What follows belongs to an exercise in optimizing a design on an open flow for small area, a short achievable clock period and few clock cycles per item; a production flow would make more cautious choices.
In this exercise RTL edits were held to simulation tests only and were not proved equivalent to the original.
Power is estimated from default activity; no workload was simulated.

==> nickel <==
==> flow/design.v <==
module ewma_rtt_estimator (
    input  wire        clk,
    input  wire        rst,
    input  wire        cmd_valid,
    output wire        cmd_ready,
    input  wire [1:0]  cmd_op,
    input  wire [63:0] cmd_data,
    output reg         done,
    output reg  [63:0] est_rtt,
    output reg  [63:0] dev_rtt,
    output reg  [63:0] timeout_interval,
    output reg         rtt_valid
);
    localparam [1:0] OP_UPDATE   = 2'd0;
    localparam [1:0] OP_WRITE_TO = 2'd1;
    localparam [1:0] OP_RESET    = 2'd2;
    localparam [1:0] OP_NOP      = 2'd3;
    localparam [63:0] INIT_TIMEOUT = 64'h0000_0000_0001_0000;  
    assign cmd_ready = 1'b1;
    reg        rst_q;
    reg        c_valid;
    reg [1:0]  c_op;
    reg [63:0] c_data;
    always @(posedge clk) begin
        rst_q   <= rst;
        c_valid <= cmd_valid && !rst;
        c_op    <= cmd_op;
        c_data  <= cmd_data;
    end
    reg [63:0] a_est;      
    reg        a_vld;      
    wire [63:0] S = c_data;
    wire a_upd   = c_valid && (c_op == OP_UPDATE);
    wire a_wto   = c_valid && (c_op == OP_WRITE_TO);
    wire a_rcmd  = c_valid && (c_op == OP_RESET);
    wire a_first = a_upd && !a_vld;    
    wire [67:0] u0 = {1'b0, a_est, 3'b000};
    wire [67:0] u1 = {4'b1111, ~a_est};
    wire [67:0] u2 = {4'b0000, S};
    wire [67:0] su = u0 ^ u1 ^ u2;
    wire [67:0] cu = {((u0[66:0] & u1[66:0]) | (u0[66:0] & u2[66:0]) | (u1[66:0] & u2[66:0])), 1'b1};
    wire [3:0]  lo3 = {1'b0, su[2:0]} + {1'b0, cu[2:0]};
    wire        c3  = lo3[3];
    wire [63:0] est_new;
    pfx_add #(.W(64)) add_est (.a(su[66:3]), .b(cu[66:3]), .cin(c3), .s(est_new), .co());
    wire [64:0] d0 = {1'b0, S};
    wire [64:0] d1 = ~su[67:3];
    wire [64:0] d2 = ~cu[67:3];
    wire [64:0] sd = d0 ^ d1 ^ d2;
    wire [64:0] cd = {((d0[63:0] & d1[63:0]) | (d0[63:0] & d2[63:0]) | (d1[63:0] & d2[63:0])), ~c3};
    wire [64:0] diff;
    pfx_add #(.W(65)) add_diff (.a(sd), .b(cd), .cin(1'b1), .s(diff), .co());
    wire [64:0] nx = {1'b0, a_est ^ S};
    wire [64:0] ny = {a_est | ~S, 1'b0};
    wire        neg;
    carry_out #(.W(65)) cmp_neg (.a(nx), .b(ny), .co(neg));
    reg [63:0] b_mag;      
    reg        b_neg;
    reg        b_upd;      
    reg        b_load;     
    reg        b_dz;       
    reg        b_init;     
    reg        b_valid;
    always @(posedge clk) begin
        if (rst_q || a_rcmd) begin
            a_est <= 64'd0;
            a_vld <= 1'b0;
        end else if (a_upd) begin
            a_est <= a_vld ? est_new : S;
            a_vld <= 1'b1;
        end
        b_mag   <= (a_wto || a_first) ? S : (diff[63:0] ^ {64{neg}});
        b_neg   <= neg;
        b_upd   <= a_upd && a_vld;
        b_load  <= a_wto || a_first;
        b_dz    <= a_first || a_rcmd;
        b_init  <= a_rcmd;
        b_valid <= c_valid && !rst;
    end
    wire [65:0] t0 = {1'b0, dev_rtt, 1'b0};
    wire [65:0] t1 = {2'b00, dev_rtt};
    wire [65:0] t2 = {2'b00, b_mag};
    wire [65:0] x  = t0 ^ t1 ^ t2;
    wire [65:0] y  = {((t0[64:0] & t1[64:0]) | (t0[64:0] & t2[64:0]) | (t1[64:0] & t2[64:0])), b_neg};
    wire        c2 = (x[1] & y[1]) | ((x[1] ^ y[1]) & x[0] & y[0]);
    wire [63:0] dev_new;
    pfx_add #(.W(64)) add_dev (.a(x[65:2]), .b(y[65:2]), .cin(c2), .s(dev_new), .co());
    wire [66:0] v0 = {3'b000, a_est};
    wire [66:0] v1 = {1'b0, x[65:2], 2'b00};
    wire [66:0] v2 = {1'b0, y[65:2], 2'b00};
    wire [66:0] sv = v0 ^ v1 ^ v2;
    wire [66:0] cv = {((v0[65:0] & v1[65:0]) | (v0[65:0] & v2[65:0]) | (v1[65:0] & v2[65:0])), 1'b0};
    wire [66:0] qv = {cv[66:3], c2, cv[1:0]};    
    wire [63:0] to_lo;
    wire        to_co;
    pfx_add #(.W(64)) add_to (.a(sv[63:0]), .b(qv[63:0]), .cin(1'b0), .s(to_lo), .co(to_co));
    wire        ovf = to_co | (|sv[66:64]) | (|qv[66:64]);
    always @(posedge clk) begin
        done      <= b_valid && !rst;
        est_rtt   <= a_est;
        rtt_valid <= a_vld;
        if (rst_q || b_dz)
            dev_rtt <= 64'd0;
        else if (b_upd)
            dev_rtt <= dev_new;
        if (rst_q || b_init)
            timeout_interval <= INIT_TIMEOUT;
        else if (b_load)
            timeout_interval <= b_mag;
        else if (b_upd)
            timeout_interval <= to_lo | {64{ovf}};
    end
endmodule
module pfx_add #(parameter W = 64) (
    input  wire [W-1:0] a,
    input  wire [W-1:0] b,
    input  wire         cin,
    output wire [W-1:0] s,
    output wire         co
);
    wire [W-1:0] p = a ^ b;
    reg  [W-1:0] g, t, ng, nt;
    integer i, l, d;
    always @* begin
        g = a & b;
        t = p;
        g[0] = g[0] | (p[0] & cin);
        for (l = 1; l < W; l = l * 2) begin
            ng = g; nt = t;
            for (i = 0; i < W; i = i + 1)
                if (((i / l) % 2) == 1) begin
                    d = (i / l) * l - 1;
                    ng[i] = g[i] | (t[i] & g[d]);
                    nt[i] = t[i] & t[d];
                end
            g = ng; t = nt;
        end
    end
    assign s  = p ^ {g[W-2:0], cin};
    assign co = g[W-1];
endmodule
module carry_out #(parameter W = 64) (
    input  wire [W-1:0] a,
    input  wire [W-1:0] b,
    output wire         co
);
    reg [W-1:0] g, t;
    integer i, l;
    always @* begin
        g = a & b;
        t = a | b;
        for (l = 1; l < W; l = l * 2)
            for (i = 2 * l - 1; i < W; i = i + 2 * l) begin
                g[i] = g[i] | (t[i] & g[i-l]);
                t[i] = t[i] & t[i-l];
            end
    end
    function automatic top_carry;
        input [W-1:0] gg, tt;
        integer k, pos, sz;
        reg c;
        begin
            c = 1'b0;
            pos = 0;
            for (k = 30; k >= 0; k = k - 1) begin
                sz = 1 << k;
                if ((W & sz) != 0) begin
                    c = gg[pos + sz - 1] | (tt[pos + sz - 1] & c);
                    pos = pos + sz;
                end
            end
            top_carry = c;
        end
    endfunction
    assign co = top_carry(g, t);
endmodule
==> flow/flow/run.sh <==
#!/bin/bash
# The standard layout (standard synthesis and ORFS steps unchanged) with
# extra make settings from flow/settings.txt, one NAME=VALUE per line:
# timing repair aims for a setup slack margin, so it works towards a shorter
# achieved period at the design's clock period and constraints.
set -euo pipefail
args=()
while IFS= read -r line; do
  [[ -n "$line" && "$line" != \#* ]] && args+=("$line")
done < flow/settings.txt
bash standard.sh "${args[@]}" finish > standard_flow.log 2>&1
==> flow/flow/settings.txt <==
SETUP_SLACK_MARGIN=13.2
BUFFER_PORTS_ARGS=-buffer_cell sky130_fd_sc_hd__buf_1
CTS_ARGS=-sink_clustering_enable -repair_clock_nets -dont_use_dummy_load -root_buf sky130_fd_sc_hd__clkbuf_16 -buf_list sky130_fd_sc_hd__clkbuf_8
TNS_END_PERCENT=20
==> flow/standard.sh <==
#!/bin/bash
# synth_recipe.tcl (not shown) runs the flow's synth.tcl, then flattens the netlist and writes it again
# the make line also repeats each setting of config.mk as NAME=value (left out here)
make -C /OpenROAD-flow-scripts/flow DESIGN_CONFIG=/design/flow/config.mk WORK_HOME=/design/flow/orfs CLKGATE_MAP_FILE= SYNTH_SCRIPT=/design/flow/synth_recipe.tcl "${@:-finish}"
==> flow/config.mk <==
export PLATFORM = sky130hd
export DESIGN_NAME = ewma_rtt_estimator
export DESIGN_NICKNAME = ewma_rtt_estimator
export VERILOG_FILES = /design/flow/design.v
export SDC_FILE = /design/flow/constraint.sdc
export NUM_CORES = 4
export LEC_CHECK = 0
export CAP_MARGIN = 20
export CORE_MARGIN = 2
export CORE_UTILIZATION = 40
export SLEW_MARGIN = 20
==> flow/constraint.sdc <==
create_clock -name core_clock -period 18.0 [get_ports {clk}]
set_input_delay 3.6000 -clock core_clock [delete_from_list [all_inputs] [get_ports {clk}]]
set_output_delay 3.6000 -clock core_clock [all_outputs]
set_load 0.01 [all_outputs]
==> willow (differences from nickel) <==
==> flow/flow/settings.txt (replaced) <==
SETUP_SLACK_MARGIN=13
BUFFER_PORTS_ARGS=-buffer_cell sky130_fd_sc_hd__buf_1
- CORE_UTILIZATION: 40 -> 55
- PLACE_DENSITY: default -> 0.7
==> qor summary <==
| item | willow | nickel |
|---|---|---|
| Outcome | no timing/DRC/antenna violations | no timing/DRC/antenna violations |
| Multi-input gate area | 21500 sq um | 21700 sq um |
| Die width | 241 microns | 282 microns |
| First-pass GRT wire length | 148000 microns | 150000 microns |
| Start of the worst register-to-register path | a_est[18] | a_est[2] |
| Sequential cell area | 7970 sq um | 8020 sq um |
| Worst supply voltage drop on vdd | 75.7 uV | 54.2 uV |
| DP Cell Count | 4229 | 4510 |
| Design Power | 4.01 mW | 3.71 mW |
| Met1 track utilization from global routing | 0.498 | 0.377 |
| Post-DR vias/cell | 6.05 | 5.45 |
| Resize count post-CTS | 18 | 59 |
| Pwr dens | 116 nW/um^2 | 107 nW/um^2 |
| Post-DP HPWL | 77400 microns | 78200 microns |
| Starting Density | 0.558 | 0.405 |
Testbench counts of nickel, summed over its fixed seeds: cycles 12,016, items 12,000.
Testbench counts of willow, summed over its fixed seeds: cycles 12,016, items 12,000.

## separate check: timing with driven ports
No port has a modelled driver above. Below, the same layouts with a new extraction and two added sets of constraints.
Step 1 sets driving cells, clkbuf_16 on the clock port and buf_2 on the other inputs (assumed; they add their load-dependent delay and slew).
Step 2 also shifts input and output timing later by t, the mid clock arrival at the registers, as if the neighbouring blocks saw the same clock.
Three values: ideal ports, drivers, drivers and shift; two values: the first two.
run	t (ns)	setup slack, ns	worst setup path after step 2
nickel	0.620	13.124 / 13.064 / 13.213	register to register
willow	0.658	13.039 / 12.979 / 13.120	register to register
After both steps every run listed still meets setup and hold.
